What follows belongs to an exercise in optimizing a design on an open flow for small area, a short achievable clock period and few clock cycles; a production flow would make more cautious choices.
The RTL was checked by simulation tests, not by an equivalence proof against the original design.

--- run.sh ---
#!/bin/bash
# synth_recipe.tcl (not shown) runs the flow's synth.tcl, then flattens the netlist and writes it again
# the make line also repeats each setting of config.mk as NAME=value (left out here)
make -C /OpenROAD-flow-scripts/flow DESIGN_CONFIG=/design/flow/config.mk WORK_HOME=/design/flow/orfs CLKGATE_MAP_FILE= SYNTH_SCRIPT=/design/flow/synth_recipe.tcl finish
--- config.mk ---
export PLATFORM = sky130hd
export DESIGN_NAME = chunk_unit
export DESIGN_NICKNAME = chunk_unit
export VERILOG_FILES = /design/flow/design.v
export SDC_FILE = /design/flow/constraint.sdc
export NUM_CORES = 4
export LEC_CHECK = 0
export CAP_MARGIN = 20
export CORE_MARGIN = 2
export CORE_UTILIZATION = 40
export SLEW_MARGIN = 20
--- constraint.sdc ---
create_clock -name core_clock -period 12.0 [get_ports {clk}]
set_input_delay 2.4000 -clock core_clock [delete_from_list [all_inputs] [get_ports {clk}]]
set_output_delay 2.4000 -clock core_clock [all_outputs]
set_load 0.01 [all_outputs]
--- design.v ---
module chunk_alu #(parameter W = 34) (
    input  wire [W-1:0] x,
    input  wire [W-1:0] y,
    input  wire         inv,
    input  wire         cin,
    output wire [W-1:0] res,
    output wire         cout
);
    assign {cout, res} = {1'b0, x} + {1'b0, y ^ {W{inv}}} + {{W{1'b0}}, cin};
endmodule
module chunk_unit (
    input  wire        clk,
    input  wire        rst,
    input  wire        start,
    input  wire [1:0]  op,
    input  wire [2:0]  mode,
    input  wire [15:0] w,
    input  wire [15:0] h,
    input  wire [15:0] s,
    input  wire [63:0] a,
    input  wire [31:0] b,
    output reg         ready,
    output reg         done,
    output reg         fault,
    output wire [4:0]  cause,
    output wire [63:0] r0,
    output wire [31:0] r1
);
    localparam S_IDLE = 5'd0;
    localparam C_D    = 5'd1,  C_K    = 5'd2,  C_M   = 5'd3,  FIN3  = 5'd4;
    localparam B_M    = 5'd5,  B_X3   = 5'd6,  B_D   = 5'd7,  B_K   = 5'd8;
    localparam M_M    = 5'd9,  M_P1   = 5'd10, M_D   = 5'd11, M_K   = 5'd12;
    localparam M_SQ   = 5'd13, M_GCD  = 5'd14, M_SHL = 5'd15, M_CMP = 5'd16;
    localparam M_DG   = 5'd17, M_SR   = 5'd18;
    localparam D_D    = 5'd19, D_F    = 5'd20;
    reg [4:0]  st;
    reg [6:0]  cnt;
    reg [2:0]  mode_r;
    reg [63:0] A;        
    reg [31:0] B;        
    reg [15:0] W, H, S;
    reg [31:0] ACC;      
    reg [18:0] ACC2;     
    reg [1:0]  cz;       
    assign r0    = A;
    assign r1    = B;
    assign cause = {3'b011, cz};
    wire bpb3   = (mode_r == 3'd2);
    wire acc_z  = (ACC == 32'd0);
    wire acc2_z = (ACC2 == 19'd0);
    reg  [33:0] X, Y;
    reg         inv, cin;
    wire [33:0] res;
    wire        cout;
    chunk_alu #(.W(34)) u_alu1 (.x(X), .y(Y), .inv(inv), .cin(cin), .res(res), .cout(cout));
    wire ge = cout;
    reg dbit;
    always @(*) begin
        case (st)
        C_D, M_DG: dbit = W[15];
        default:   dbit = A[63];
        endcase
    end
    always @(*) begin
        X = {1'b0, ACC, dbit};
        Y = {18'd0, S};
        inv = 1'b1;
        cin = 1'b1;
        case (st)
        D_D, M_D: Y = {2'd0, B};
        C_M, B_M, M_M: begin
            X = {1'b0, ACC, 1'b0};
            Y = H[15] ? {18'd0, W} : 34'd0;
            inv = 1'b0; cin = 1'b0;
        end
        FIN3, B_X3: begin
            X = {2'd0, ACC};
            Y = bpb3 ? {1'b0, ACC, 1'b0} : 34'd0;
            inv = 1'b0; cin = 1'b0;
        end
        M_P1: begin
            X = {2'd0, ACC};
            Y = 34'd0;
            cin = 1'b0;              
        end
        M_SQ: begin
            X = {ACC, A[31:30]};
            Y = {16'd0, S, 2'b01};
        end
        M_GCD: begin
            X = {18'd0, W};
            Y = {18'd0, H};
        end
        M_CMP: begin
            X = {18'd0, W};
            cin = 1'b0;              
        end
        M_SR: begin
            X = {2'd0, ACC};
            Y = {18'd0, W};
            inv = 1'b0; cin = 1'b0;
        end
        D_F: begin
            X = {2'd0, ACC};
            Y = {2'd0, B};
            cin = 1'b0;              
        end
        default: ;
        endcase
    end
    reg  [23:0] X2, Y2;
    wire [23:0] res2;
    wire        ge2;
    chunk_alu #(.W(24)) u_alu2 (.x(X2), .y(Y2), .inv(1'b1), .cin(1'b1), .res(res2), .cout(ge2));
    always @(*) begin
        X2 = {8'd0, ACC[15:0]};
        Y2 = {8'd0, S};
        case (st)
        C_D:      X2 = {7'd0, ACC2[15:0], H[15]};
        B_D: begin
            X2 = {5'd0, ACC2};
            Y2 = {6'd0, S, 2'b00};
        end
        D_D, M_D: begin
            X2 = ACC[23:0];
            Y2 = B[31:8];
        end
        M_GCD: begin
            X2 = {8'd0, H};
            Y2 = {8'd0, W};
        end
        M_SR:     X2 = ACC[23:0];
        default: ;
        endcase
    end
    wire top8z = (A[63:56] == 8'd0);
    wire skipA = (cnt[6:3] != 4'd0) &&
                 ((acc_z && top8z) || (!ge2 && ACC[31:24] == 8'd0));
    wire lastA = skipA ? (cnt == 7'd8) : (cnt == 7'd1);
    wire skipC = acc_z && acc2_z && (W[15:8] == 8'd0) && (H[15:8] == 8'd0) && (cnt[6:3] != 4'd0);
    wire lastC = skipC ? (cnt == 7'd8) : (cnt == 7'd1);
    wire skipB = acc_z && acc2_z && top8z && (cnt[6:3] != 4'd0);
    wire lastB = skipB ? (cnt == 7'd8) : (cnt == 7'd1);
    wire skipM = acc_z && (H[15:8] == 8'd0) && (cnt[6:3] != 4'd0);
    wire lastM = skipM ? (cnt == 7'd8) : (cnt == 7'd1);
    wire skipG = acc_z && (W[15:8] == 8'd0) && (cnt[6:3] != 4'd0);
    wire lastG = skipG ? (cnt == 7'd8) : (cnt == 7'd1);
    wire mode_bad = (mode_r != 3'd0) && (mode_r != 3'd2);
    task finish_ok;
        begin
            done  <= 1'b1;
            fault <= 1'b0;
            ready <= 1'b1;
            st    <= S_IDLE;
        end
    endtask
    task finish_fault(input [1:0] c);
        begin
            done  <= 1'b1;
            fault <= 1'b1;
            cz    <= c;
            ready <= 1'b1;
            st    <= S_IDLE;
        end
    endtask
    task div_a;
        begin
            if (skipA) begin
                A   <= {A[55:0], 8'd0};
                ACC <= {ACC[23:0], A[63:56]};
                cnt <= cnt - 7'd8;
            end else begin
                if (ge) begin
                    ACC <= res[31:0];
                    A   <= {A[62:0], 1'b1};
                end else begin
                    ACC <= X[31:0];
                    A   <= {A[62:0], 1'b0};
                end
                cnt <= cnt - 7'd1;
            end
        end
    endtask
    task mul_step;
        begin
            if (skipM) begin
                H   <= {H[7:0], H[15:8]};
                cnt <= cnt - 7'd8;
            end else begin
                ACC <= res[31:0];
                H   <= {H[14:0], H[15]};
                cnt <= cnt - 7'd1;
            end
        end
    endtask
    always @(posedge clk) begin
        if (rst) begin
            st    <= S_IDLE;
            ready <= 1'b1;
            done  <= 1'b0;
            fault <= 1'b0;
            cz    <= 2'd0;
        end else begin
            done <= 1'b0;
            case (st)
            S_IDLE: begin
                mode_r <= mode;
                A      <= a;
                B      <= b;
                W      <= w;
                H      <= h;
                S      <= s;
                ACC    <= 32'd0;
                ACC2   <= 19'd0;
                cnt    <= (op == 2'd3) ? 7'd64 : 7'd16;
                if (start) begin
                    ready <= 1'b0;
                    case (op)
                    2'd0:    st <= C_D;
                    2'd1:    st <= B_M;
                    2'd2:    st <= M_M;
                    default: st <= D_D;
                    endcase
                end
            end
            C_D: begin
                if (skipC) begin
                    W   <= {W[7:0], 8'd0};
                    H   <= {H[7:0], 8'd0};
                    cnt <= cnt - 7'd8;
                end else begin
                    if (ge) begin
                        ACC <= res[31:0];
                        W   <= {W[14:0], 1'b1};
                    end else begin
                        ACC <= X[31:0];
                        W   <= {W[14:0], 1'b0};
                    end
                    if (ge2) begin
                        ACC2 <= {3'd0, res2[15:0]};
                        H    <= {H[14:0], 1'b1};
                    end else begin
                        ACC2 <= {3'd0, X2[15:0]};
                        H    <= {H[14:0], 1'b0};
                    end
                    cnt <= cnt - 7'd1;
                end
                if (lastC) st <= C_K;
            end
            C_K: begin
                if (mode_r > 3'd4)
                    finish_fault(2'd0);
                else if (mode_bad)
                    finish_fault(2'd1);
                else if (S == 16'd0 || W == 16'd0 || H == 16'd0 || !acc_z || !acc2_z)
                    finish_fault(2'd2);
                else begin
                    cnt <= 7'd16;
                    st  <= C_M;
                end
            end
            C_M: begin
                mul_step;
                if (lastM) st <= FIN3;
            end
            FIN3: begin
                A <= {30'd0, res};
                finish_ok;
            end
            B_M: begin
                mul_step;
                if (lastM) st <= B_X3;
            end
            B_X3: begin
                A   <= {res, 30'd0};
                ACC <= 32'd0;
                cnt <= 7'd34;
                st  <= B_D;
            end
            B_D: begin
                if (skipB) begin
                    A   <= {A[55:0], 8'd0};
                    cnt <= cnt - 7'd8;
                end else begin
                    if (ge) ACC <= res[31:0];
                    else    ACC <= X[31:0];
                    if (ge2) ACC2 <= {res2[17:0], ge};
                    else     ACC2 <= {ACC2[17:0], ge};
                    A   <= {A[62:0], ge2};
                    cnt <= cnt - 7'd1;
                end
                if (lastB) st <= B_K;
            end
            B_K: begin
                if (mode_r > 3'd4)
                    finish_fault(2'd0);
                else if (mode_bad)
                    finish_fault(2'd1);
                else if (S == 16'd0 || W == 16'd0 || H == 16'd0 || !acc_z || !acc2_z)
                    finish_fault(2'd2);
                else
                    finish_ok;
            end
            M_M: begin
                B <= A[31:0];
                mul_step;
                if (lastM) st <= M_P1;
            end
            M_P1: begin
                if (W == 16'd0 || H == 16'd0 || A[63:32] != 32'd0)
                    finish_fault(2'd2);
                else if (B == 32'd0) begin
                    S   <= 16'hffff;
                    cnt <= 7'd0;
                    st  <= M_GCD;
                end else begin
                    A   <= {res[31:0], 32'd0};
                    ACC <= 32'd0;
                    cnt <= 7'd32;
                    st  <= M_D;
                end
            end
            M_D: begin
                div_a;
                if (lastA) st <= M_K;
            end
            M_K: begin
                if (A[31:0] == 32'd0) finish_fault(2'd2);
                else begin
                    ACC <= 32'd0;
                    S   <= 16'd0;
                    cnt <= 7'd16;
                    st  <= M_SQ;
                end
            end
            M_SQ: begin
                if (acc_z && S == 16'd0 && A[31:24] == 8'd0 && cnt[6:2] != 5'd0) begin
                    A   <= {A[55:0], 8'd0};
                    cnt <= cnt - 7'd4;
                    if (cnt == 7'd4) begin
                        cnt <= 7'd0;
                        st  <= M_GCD;
                    end
                end else begin
                    if (ge) begin
                        ACC <= res[31:0];
                        S   <= {S[14:0], 1'b1};
                    end else begin
                        ACC <= X[31:0];
                        S   <= {S[14:0], 1'b0};
                    end
                    A   <= {A[61:0], 2'b00};
                    cnt <= cnt - 7'd1;
                    if (cnt == 7'd1) begin
                        cnt <= 7'd0;
                        st  <= M_GCD;
                    end
                end
            end
            M_GCD: begin
                if (!W[0] && !H[0]) begin
                    W   <= {1'b0, W[15:1]};
                    H   <= {1'b0, H[15:1]};
                    cnt <= cnt + 7'd1;
                end else if (!W[0] || !H[0]) begin
                    if (!W[0]) W <= {1'b0, W[15:1]};
                    if (!H[0]) H <= {1'b0, H[15:1]};
                end else if (res[15:0] == 16'd0)
                    st <= M_SHL;
                else if (ge)
                    W <= {1'b0, res[15:1]};
                else
                    H <= {1'b0, res2[15:1]};
            end
            M_SHL: begin
                ACC <= 32'd0;
                if (cnt != 7'd0) begin
                    W   <= {W[14:0], 1'b0};
                    cnt <= cnt - 7'd1;
                end else
                    st <= M_CMP;
            end
            M_CMP: begin
                if (ge) begin            
                    cnt <= 7'd16;
                    st  <= M_DG;
                end else begin
                    A <= {48'd0, W};
                    finish_ok;
                end
            end
            M_DG: begin
                if (skipG) begin
                    W   <= {W[7:0], 8'd0};
                    cnt <= cnt - 7'd8;
                end else begin
                    if (ge) begin
                        ACC <= res[31:0];
                        W   <= {W[14:0], 1'b1};
                    end else begin
                        ACC <= X[31:0];
                        W   <= {W[14:0], 1'b0};
                    end
                    cnt <= cnt - 7'd1;
                end
                if (lastG) st <= M_SR;
            end
            M_SR: begin
                if (ge2) begin               
                    ACC <= {8'd0, res2};
                    W   <= W + 16'd1;
                end else if (acc_z) begin
                    A <= {48'd0, S};
                    finish_ok;
                end else begin               
                    ACC <= res[31:0];
                    S   <= S - 16'd1;
                end
            end
            D_D: begin
                div_a;
                if (lastA) st <= D_F;
            end
            D_F: begin
                if (B == 32'd0)
                    finish_fault(2'd2);
                else begin
                    if (!acc_z) begin
                        A <= A + 64'd1;
                        B <= ~res[31:0];
                    end else
                        B <= 32'd0;
                    finish_ok;
                end
            end
            default: st <= S_IDLE;
            endcase
        end
    end
endmodule
==> results of run 1 <==
## layer usage
metal	vias up	global-route usage, %	routed length, um
li1	11100	-	-
met1	12700	55.5	47700
met2	2377	61.8	51700
met3	529	13.8	18000
met4	10	24.3	8990
met5	-	0	53
## state kept, by name, summed over array words and instances, names as in the netlist
register,cells
A,64
ACC,32
ACC2,19
B,32
H,16
S,16
W,16
cnt,7
cz,2
done,1
fault,1
mode_r,3
ready,1
st,5
## worst reg2reg max path, delay by kind of cell (launching register included)
family | cells | cell delay (ps)
adder cells (fa/ha/maj) | 1 | 380
buffers and inverters | 3 | 1340
XOR/XNOR | 1 | 120
AO/OA/AOI/OAI | 7 | 2490
flip-flops | 1 | 310
AND/OR/NAND/NOR | 8 | 3100
## worst max-delay path by stage
stage | startpoint | to | slack, ps | cells after the start
floorplan | st[3] | A[0] | 5060 | 21
global placement | st[3] | A[57] | 3840 | 20
detailed placement | st[1] | A[57] | 3740 | 20
CTS | st[3] | A[49] | 3700 | 20
global route | st[3] | A[30] | 3480 | 20
finish | st[3] | A[45] | 3890 | 20
## cell families after synthesis
logic type	after synthesis
AO/OA/AOI/OAI	1039
other	2
AND/OR/NAND/NOR	948
adder cells (fa/ha/maj)	76
buffers and inverters	345
XOR/XNOR	153
flip-flops	215
multiplexers	28
## cells in the final DEF (no fill, tap or decap), drive strengths merged, types with 35 or more instances in the layout
master and count:
a21o 53, a21oi 209, a221oi 125, a222oi 83, a22oi 97, a31oi 42, buf 96, clkbuf 35
clkdlybuf4s50 252, edfxtp 205, ha 73, inv 71, nand2 341, nand3 76, nand4 39, nor2 241
nor3 55, nor4 56, o21ai 197, xnor2 87, xor2 66
## area by class of cell
class,instances,area (sq um),share of cell area [%]
multi-input cells,2247,14600,55.4
flip-flops and latches,215,6360,24.1
repair buffers,348,3260,12.4
well taps,696,871,3.31
clock buffers,35,788,2.99
inverters,72,270,1.03
clock inverters,18,193,0.732
==> run summary, run 1 <==
- Num CTS Buffers: 29
- Diode count: 0
- Clk sinks: approximately 220
- Final max-slew violation count: 0
- Worst Hold Launch: ready
- Site Rows: 85
- Crit path max-delay family: simple AND/OR/NAND/NOR gates
- Cell area after synthesis: approximately 22,000 sq um
- Required @ worst endpoint: 12,220 ps
- Synth top cells by count: nand2_1, nor2_1, clkbuf_1
- Gpl congestion: 1.03
- Max Root-Sink Buffers: 3
- Post-synth top area share: 28.0%
- Highest-delay cell along the critical path: and4_2
- Most frequent cell after synthesis: nand2_1
- Hold path endpoint: ready
- Post-CTS sizing: 0
- Status: timing/DRC/antenna clean
- Fin Hold WS: 490 ps
- Worst min path class: register to register
- Synth unique cells: 84
- Starting DRT DRC Count: between 5,000 and 6,000
- Area growth from synthesis to layout: 19.5%
- Number of synthesized flops with an enable pin: 205
- Routed len/inst: 34.8 um
- Nets@finish: 3,141
- Hold path cells: 2
- Cell taking the most area after synthesis: edfxtp_1
- Worst-Margin Slew: approximately 1200 ps
- Layout cells sized above 1: 7.05%
- TNS Setup: 0 ps
- Mapped Cells: between 2,000 and 3,000
- CP dominant cell by count: buf_4
- Worst path max stage delay: 840 ps
- # Max-Cap Violations: 0
- PnR worst setup slack: about 4000 ps
- Synth warn: 1
- Mux cell area share after synthesis: 1.29%
- Setup-failing EPs final: 0
- Via count: roughly 27,000
- Reg2reg setup slack: 3890 ps
- Worst path cell trace: buf_4, nand2b_1, or3_1, buf_4, nand2_2, a222oi_1, nand2_1, a221oi_1, xnor2_1, ha_1, nor2b_1, o211ai_1, a2111oi_0, or3_1, o2111a_1, o21ai_1, nand2_1, a21oi_1, and4_2, buf_4
- Hold-fix buffers, CTS: 0
- Post-CTS Setup Bufs: 0
- Placed cell area: ~25,000 sq um
- Die area: approximately 57,000 sq um
- Final Non-Filler Cells: 3,631
- WP buf/inv: 3
- Mean Syn Cell Area: 7.85 sq um
- Worst EP arrival: 8330 ps
- Min Tclk post-route: 8110 ps
- Clk slew on worst S/H paths: 60 ps
- 1st-pass router iterations: 13
- Post-Route Utilization: about half
- Skew-Pair Late Insertion Delay: just over 600 ps
- Pin count of the biggest net entering global routing: 68
- CTS tree: built
- Crit Reg-Reg Endpoint: A[45]
- Num ports: 256
- Largest family of logic cells by synthesized area: compound AO/OA/AOI/OAI gates
- FF-to-FF path depth: 20
- Total wire length: 127,000 um
- Ranking of synthesized cells by area: edfxtp_1, nand2_1, a221oi_1, a21oi_1, o21ai_0
- DRC violations left: 0
- Synthesized flop and latch total: between 200 and 250
- Fillcell total: 5,262
- Reg-to-reg startpoint: st[3]
- First-pass GRT wire length: 178,000 um
- GRT overflow: 0
- Fmax: around 120 MHz
- Final Skew: 57.6 ps
- Ys flop type: edfxtp_1
- Post-synthesis compound-gate area fraction: between 30% and 40%
- RSZ-0062 raised after global routing: no
- Post-synth ARST share: 0%
- Die Y: 239 um
- Via density: 7.34
- Critical path class: register to register
- Max transition margin: 18.1%
- Sequential fraction of the synthesis area: 28.9%
- CP Capture Type: register
- Detail Route Antenna Nets: 0
- Die W: around 240 um
- # port buffers: 252
- DP Cell Count: 3,576
- Post-Synth Simple-Gate Area: 20.1%
- Design Area, Final: 26,300 sq um
- DP Worst Slack: roughly 3700 ps
- Total GRT Usage: 42.6%
- Period utilisation layout: 67.6%
- CTS Root Cell: clkbuf_16
- Starting Density: roughly two fifths
- Count of final hold-check violations: 0
- Vias in the first global route: 24,600
- DP Wirelength: around 93,000 um
- Core box area: 54,100 sq um
- CP Max Fanout: 45
- Adder-Cell Fraction of Synth Area: between 4 and 5%
- Initial antenna violation count: 9
- Startpoint Class: register
- Xor and xnor area share after synthesis: 6.09%
- H-tree Lvls: 1
Testbench counts, summed over its fixed seeds: cycles 47,471.
==> run 2, diff against run 1 <==
--- a/design.v
+++ b/design.v
@@ -33,6 +33,7 @@
     localparam M_SQ   = 5'd13, M_GCD  = 5'd14, M_SHL = 5'd15, M_CMP = 5'd16;
     localparam M_DG   = 5'd17, M_SR   = 5'd18;
     localparam D_D    = 5'd19, D_F    = 5'd20;
+    localparam B_PRE  = 5'd21, M_PRE  = 5'd22, M_SI  = 5'd23;
     reg [4:0]  st;
     reg [6:0]  cnt;
     reg [2:0]  mode_r;
@@ -69,8 +70,13 @@
         case (st)
         D_D, M_D: Y = {2'd0, B};
         C_M, B_M, M_M: begin
-            X = {1'b0, ACC, 1'b0};
-            Y = H[15] ? {18'd0, W} : 34'd0;
+            X = {ACC, 2'b00};
+            case (H[15:14])
+            2'b00: Y = 34'd0;
+            2'b01: Y = {18'd0, W};
+            2'b10: Y = {17'd0, W, 1'b0};
+            default: Y = {15'd0, ACC2};
+            endcase
             inv = 1'b0; cin = 1'b0;
         end
         FIN3, B_X3: begin
@@ -96,9 +102,13 @@
             cin = 1'b0;              
         end
         M_SR: begin
-            X = {2'd0, ACC};
-            Y = {18'd0, W};
-            inv = 1'b0; cin = 1'b0;
+            X = {10'd0, ACC[23:0]};
+            if (!ACC[23])
+                Y = {17'd0, S, 1'b0};    
+            else begin
+                Y = {18'd0, W};          
+                inv = 1'b0;
+            end
         end
         D_F: begin
             X = {2'd0, ACC};
@@ -111,11 +121,18 @@
     reg  [23:0] X2, Y2;
     wire [23:0] res2;
     wire        ge2;
-    chunk_alu #(.W(24)) u_alu2 (.x(X2), .y(Y2), .inv(1'b1), .cin(1'b1), .res(res2), .cout(ge2));
+    reg         sub2;
+    chunk_alu #(.W(24)) u_alu2 (.x(X2), .y(Y2), .inv(sub2), .cin(sub2), .res(res2), .cout(ge2));
     always @(*) begin
         X2 = {8'd0, ACC[15:0]};
         Y2 = {8'd0, S};
+        sub2 = 1'b1;
         case (st)
+        C_K, B_PRE, M_PRE: begin       
+            X2 = {7'd0, W, 1'b0};
+            Y2 = {8'd0, W};
+            sub2 = 1'b0;
+        end
         C_D:      X2 = {7'd0, ACC2[15:0], H[15]};
         B_D: begin
             X2 = {5'd0, ACC2};
@@ -129,7 +146,11 @@
             X2 = {8'd0, H};
             Y2 = {8'd0, W};
         end
-        M_SR:     X2 = ACC[23:0];
+        M_SI:     X2 = ACC[23:0];
+        M_SR: begin
+            X2 = ACC[23:0];
+            sub2 = !ACC[23];             
+        end
         default: ;
         endcase
     end
@@ -141,8 +162,8 @@
     wire lastC = skipC ? (cnt == 7'd8) : (cnt == 7'd1);
     wire skipB = acc_z && acc2_z && top8z && (cnt[6:3] != 4'd0);
     wire lastB = skipB ? (cnt == 7'd8) : (cnt == 7'd1);
-    wire skipM = acc_z && (H[15:8] == 8'd0) && (cnt[6:3] != 4'd0);
-    wire lastM = skipM ? (cnt == 7'd8) : (cnt == 7'd1);
+    wire skipM = acc_z && (H[15:12] == 4'd0) && (cnt[6:1] != 6'd0);
+    wire lastM = skipM ? (cnt == 7'd2) : (cnt == 7'd1);
     wire skipG = acc_z && (W[15:8] == 8'd0) && (cnt[6:3] != 4'd0);
     wire lastG = skipG ? (cnt == 7'd8) : (cnt == 7'd1);
     wire mode_bad = (mode_r != 3'd0) && (mode_r != 3'd2);
@@ -184,11 +205,11 @@
     task mul_step;
         begin
             if (skipM) begin
-                H   <= {H[7:0], H[15:8]};
-                cnt <= cnt - 7'd8;
+                H   <= {H[11:0], H[15:12]};
+                cnt <= cnt - 7'd2;
             end else begin
                 ACC <= res[31:0];
-                H   <= {H[14:0], H[15]};
+                H   <= {H[13:0], H[15:14]};
                 cnt <= cnt - 7'd1;
             end
         end
@@ -212,13 +233,13 @@
                 S      <= s;
                 ACC    <= 32'd0;
                 ACC2   <= 19'd0;
-                cnt    <= (op == 2'd3) ? 7'd64 : 7'd16;
+                cnt    <= (op == 2'd3) ? 7'd64 : (op == 2'd0) ? 7'd16 : 7'd8;
                 if (start) begin
                     ready <= 1'b0;
                     case (op)
                     2'd0:    st <= C_D;
-                    2'd1:    st <= B_M;
-                    2'd2:    st <= M_M;
+                    2'd1:    st <= B_PRE;
+                    2'd2:    st <= M_PRE;
                     default: st <= D_D;
                     endcase
                 end
@@ -255,8 +276,9 @@
                 else if (S == 16'd0 || W == 16'd0 || H == 16'd0 || !acc_z || !acc2_z)
                     finish_fault(2'd2);
                 else begin
-                    cnt <= 7'd16;
-                    st  <= C_M;
+                    ACC2 <= res2[18:0];
+                    cnt  <= 7'd8;
+                    st   <= C_M;
                 end
             end
             C_M: begin
@@ -267,14 +289,23 @@
                 A <= {30'd0, res};
                 finish_ok;
             end
+            B_PRE, M_PRE: begin
+                ACC2 <= res2[18:0];
+                if (skipM) begin
+                    H   <= {H[11:0], H[15:12]};
+                    cnt <= cnt - 7'd2;
+                end
+                st <= (st == B_PRE) ? B_M : M_M;
+            end
             B_M: begin
                 mul_step;
                 if (lastM) st <= B_X3;
             end
             B_X3: begin
-                A   <= {res, 30'd0};
-                ACC <= 32'd0;
-                cnt <= 7'd34;
+                A    <= {res, 30'd0};
+                ACC  <= 32'd0;
+                ACC2 <= 19'd0;
+                cnt  <= 7'd34;
                 st  <= B_D;
             end
             B_D: begin
@@ -314,9 +345,9 @@
                     cnt <= 7'd0;
                     st  <= M_GCD;
                 end else begin
-                    A   <= {res[31:0], 32'd0};
+                    A   <= {res, 30'd0};
                     ACC <= 32'd0;
-                    cnt <= 7'd32;
+                    cnt <= 7'd34;
                     st  <= M_D;
                 end
             end
@@ -381,13 +412,12 @@
                     st <= M_CMP;
             end
             M_CMP: begin
+                A <= {48'd0, W};
                 if (ge) begin            
                     cnt <= 7'd16;
                     st  <= M_DG;
-                end else begin
-                    A <= {48'd0, W};
+                end else
                     finish_ok;
-                end
             end
             M_DG: begin
                 if (skipG) begin
@@ -403,17 +433,26 @@
                     end
                     cnt <= cnt - 7'd1;
                 end
-                if (lastG) st <= M_SR;
+                if (lastG) st <= M_SI;
+            end
+            M_SI: begin
+                ACC <= {8'd0, res2};     
+                st  <= M_SR;
             end
             M_SR: begin
-                if (ge2) begin               
-                    ACC <= {8'd0, res2};
-                    W   <= W + 16'd1;
-                end else if (acc_z) begin
-                    A <= {48'd0, S};
+                A <= {48'd0, S};
+                if (!ACC[23]) begin          
+                    if (!res[23]) begin
+                        ACC <= {8'd0, res[23:0]};
+                        W   <= W + 16'd2;
+                    end else begin
+                        ACC <= {8'd0, res2};
+                        W   <= W + 16'd1;
+                    end
+                end else if (res2 == 24'd0)  
                     finish_ok;
-                end else begin               
-                    ACC <= res[31:0];
+                else begin                   
+                    ACC <= {8'd0, res[23:0]};
                     S   <= S - 16'd1;
                 end
             end
--- a/config.mk
+++ b/config.mk
@@ -8,4 +8,5 @@
 export CAP_MARGIN = 20
 export CORE_MARGIN = 2
 export CORE_UTILIZATION = 40
+export SETUP_SLACK_MARGIN = 5
 export SLEW_MARGIN = 20
==> run 2 against run 1 <==
Compared with the run above:
- still clean
- wire length rose by 13%
- die area rose by 9.2%
- clock skew fell by 38 ps
- setup slack improved by 1100 ps
- non-clock buffer count rose by 25
- synthesized area rose by 9.4%
- cell count rose by 12%
- core utilization fell by 0.054 points
- register-to-register slack improved by 1100 ps
- synthesized cell count rose by 12%
- maximum frequency rose by 16%
- critical path type unchanged
- critical endpoint is now ACC[29]
- largest cell class unchanged
==> run summary, run 2 <==
- Worst min path class: register to register
- Reg2reg setup slack: 5030 ps
- Highest-delay cell along the critical path: a222oi_1
- Final max-slew violation count: 0
- Num CTS Buffers: 29
- Placed cell area: 27,500 sq um
- Design Area, Final: 28,800 sq um
- Synthesized flop and latch total: around 220
- WP buf/inv: 3
- Final Skew: 20.0 ps
- Max Root-Sink Buffers: 3
- Routed len/inst: 35.4 um
- Initial antenna violation count: 5
- GRT overflow: 0
- CP dominant cell by count: xnor2_1
- Sequential fraction of the synthesis area: between 20% and 30%
- GR Layer Usage met2: 65.0%
- Total GRT Usage: between 40% and 50%
- Vias in the first global route: roughly 28,000
- Commonest non-fill, non-tap cell in the layout: nand2_1
- Largest register FFs: 64
- Die Y: 249 um
- Pin count of the biggest net entering global routing: 65
- Number of synthesized flops with an enable pin: 205
- Synth warn: 1
- Max transition margin: between 10% and 20%
- Worst path cell trace: buf_6, xnor2_1, nor3_2, buf_4, a222oi_1, a21oi_1, xnor2_1, ha_1, a211oi_1, nor2_1, o31a_1, or4b_1, a41oi_1, xnor2_1, a2111oi_0, and4_1, nand3_1, nor2_1, nor3_4, buf_4
- Skew-Pair Late Insertion Delay: 620 ps
- Cell taking the most area after synthesis: edfxtp_1
- CP Capture Type: register
- Starting DRT DRC Count: about 5,800
- GRT met1 Usage: ~57%
- CTS Root Cell: clkbuf_16
- Min Tclk post-route: approximately 7000 ps
- Met3 global-route usage: 13.5%
- First-pass GRT wire length: 203,000 um
- Status: timing/DRC/antenna clean
- Worst EP arrival: between 7000 and 8000 ps
- Multi-input gate area: 16,700 sq um
- DRC violations left: 0
- Nets@finish: 3,491
- Reg-to-reg startpoint: st[3]
- Ranking of synthesized cells by area: edfxtp_1, a21oi_1, nor2_1, nand2_1, a221oi_1
- Hold path endpoint: cz[0]
- Crit Reg-Reg Endpoint: ACC[29]
- RSZ-0062 raised after global routing: yes
- Post-synth top area share: roughly 26%
- TNS Setup: 0 ps
- # port buffers: approximately 250
- Register Area: 6360 sq um
- Fmax: ~140 MHz
- GRT Max-Usage Layer: met2
- Most frequent cells in the layout: nand2_1, nor2_1, a21oi_1
- Core box area: 59,200 sq um
- Via density: 7.39
- Critical path class: register to register
- Fillcell total: 5,815
- Levels on crit path: 20
- Mapped Cells: between 3,000 and 4,000
- Num ports: around 260
- Count of final hold-check violations: 0
- Starting Density: about two fifths
- Hold path cells: 2
- Die W: 249 um
- Layout cells sized above 1: 8.23%
- Detail Route Antenna Nets: 0
- Required @ worst endpoint: about 12,000 ps
- Clk sinks: 215
- CTS tree: built
- Area growth from synthesis to layout: 19.5%
- Worst-Margin Slew: around 1300 ps
- Post-synth ARST share: 0%
- FF-to-FF path depth: 20
- Startpoint Class: register
- Synth unique cells: 95
- Setup-failing EPs final: 0
- Worst Setup SP: st[3]
- Clk slew on worst S/H paths: 60 ps
- 1st-pass router iterations: 10
- DP Wirelength: approximately 110,000 um
- Ys flop type: edfxtp_1
- Top reg by flops: A
- Period utilisation layout: 58.1%
- H-tree Lvls: 1
- Largest registers: A x64, ACC x32, B x32
- Die area: approximately 62,000 sq um
- Mean Syn Cell Area: 7.70 sq um
- # Max-Cap Violations: 0
- Worst path max stage delay: about 680 ps
- Synth top cells by count: nor2_1, nand2_1, a21oi_1
- CP Max Fanout: 31
- Cell area after synthesis: 24,100 sq um
- Site Rows: 89
- Crit path max-delay family: compound AO/OA/AOI/OAI gates
- Via count: 29,900
- Worst Hold Launch: cz[0]
- Total wire length: 143,000 um
- Gpl congestion: about 1.1
- Most frequent cell after synthesis: nor2_1
==> run 2: worst register-to-register path, cell delays in order, from the launching register on <==
cell and delay, ps:
dfxtp_4 410, buf_6 200, xnor2_1 550, nor3_2 70, buf_4 270, a222oi_1 700
a21oi_1 200, xnor2_1 170, ha_1 440, a211oi_1 270, nor2_1 110, o31a_1 350
or4b_1 550, a41oi_1 270, xnor2_1 180, a2111oi_0 510, and4_1 350, nand3_1 360
nor2_1 330, nor3_4 70, buf_4 300
==> run 2: how the worst max path moves through the flow <==
stage,end,slack [ps]
2_1_floorplan,S[0],5150
3_3_place_gp,st[3],4220
3_5_place_dp,ACC[12],4470
4_1_cts,ACC[11],5020
5_1_grt,ACC[11],4830
6_report,ACC[29],5030
==> run 2: cell families (layout without fill, tap and decap cells) <==
group,after synthesis,in the layout,share of synthesized area [%]
AOI/OAI and AO/OA,1196,1196,34.9
xor gates and xnor gates,166,166,6.04
adders and majority gates,83,83,4.40
buffers and inverters,352,501,5.70
DFF,215,215,26.4
muxes,45,45,1.92
other,2,4,0.0312
and+or+nand+nor,1070,1070,20.6
==> run 2: what timing repair did <==
| action | CTS | global route |
|---|---|---|
| buffers inserted | 4 | 6 |
| hold buffers | 0 | 0 |
| pin swaps | 1 | 3 |
| endpoints found under the setup margin | 162 | 187 |
| gates resized for setup | 12 | 25 |
| gates cloned | 0 | 0 |
==> run 2: layer usage <==
| layer | share of wire (%) | vias up |
|---|---|---|
| met2 | 42 | 2726 |
| met5 | 0.094 | - |
| li1 | - | 12400 |
| met3 | 15 | 537 |
| met1 | 37 | 14300 |
| met4 | 6.9 | 8 |
==> run 2: final cells by class <==
class	count	share of cell area, %
Sequential cell	215	22.1
Tap cell	773	3.36
Clock buffer	38	2.85
Inverter	74	0.991
Timing Repair Buffer	373	12.0
Antenna cell	1	0.00870
Clock inverter	16	0.748
Multi-Input combinational cell	2563	57.9
==> run 2: stage by stage <==
step	hold WS (ps)	util, %	std cells	worst slack (ps)
detailed placement	447	46.4	3988	4470
CTS	465	48.3	4046	5020
global placement	439	46.4	3988	4220
global route	494	48.6	4052	4830
floorplan	476	-	3130	5150
finish	464	48.6	4053	5030
Testbench counts of run 2, summed over its fixed seeds: cycles 40,823.

port drivers added, routing unchanged:
No port has a modelled driver above. Below, the same layouts with a new extraction and two added sets of constraints. Step 1: set_driving_cell puts a clkbuf_16 on clk and a buf_2 on each other input, an assumption about the parent block. Step 2, shift: input delay + t, output delay - t, t = (earliest + latest rising clock arrival at the registers) / 2. This alone moves slack from input paths to output paths. Three values: no drivers, after step 1, after step 2; two values: the first two.
run | t, ns | setup slack, ns | latest minus earliest clock arrival (ns) | pins driven straight from the clock port
run 1 | 0.655 | 3.891 / 3.891 / 3.891 | 0.058 / 0.058 | 1
run 2 | 0.676 | 5.030 / 5.030 / 5.030 | 0.020 / 0.020 | 1
After both steps setup and hold are still met in every run listed.
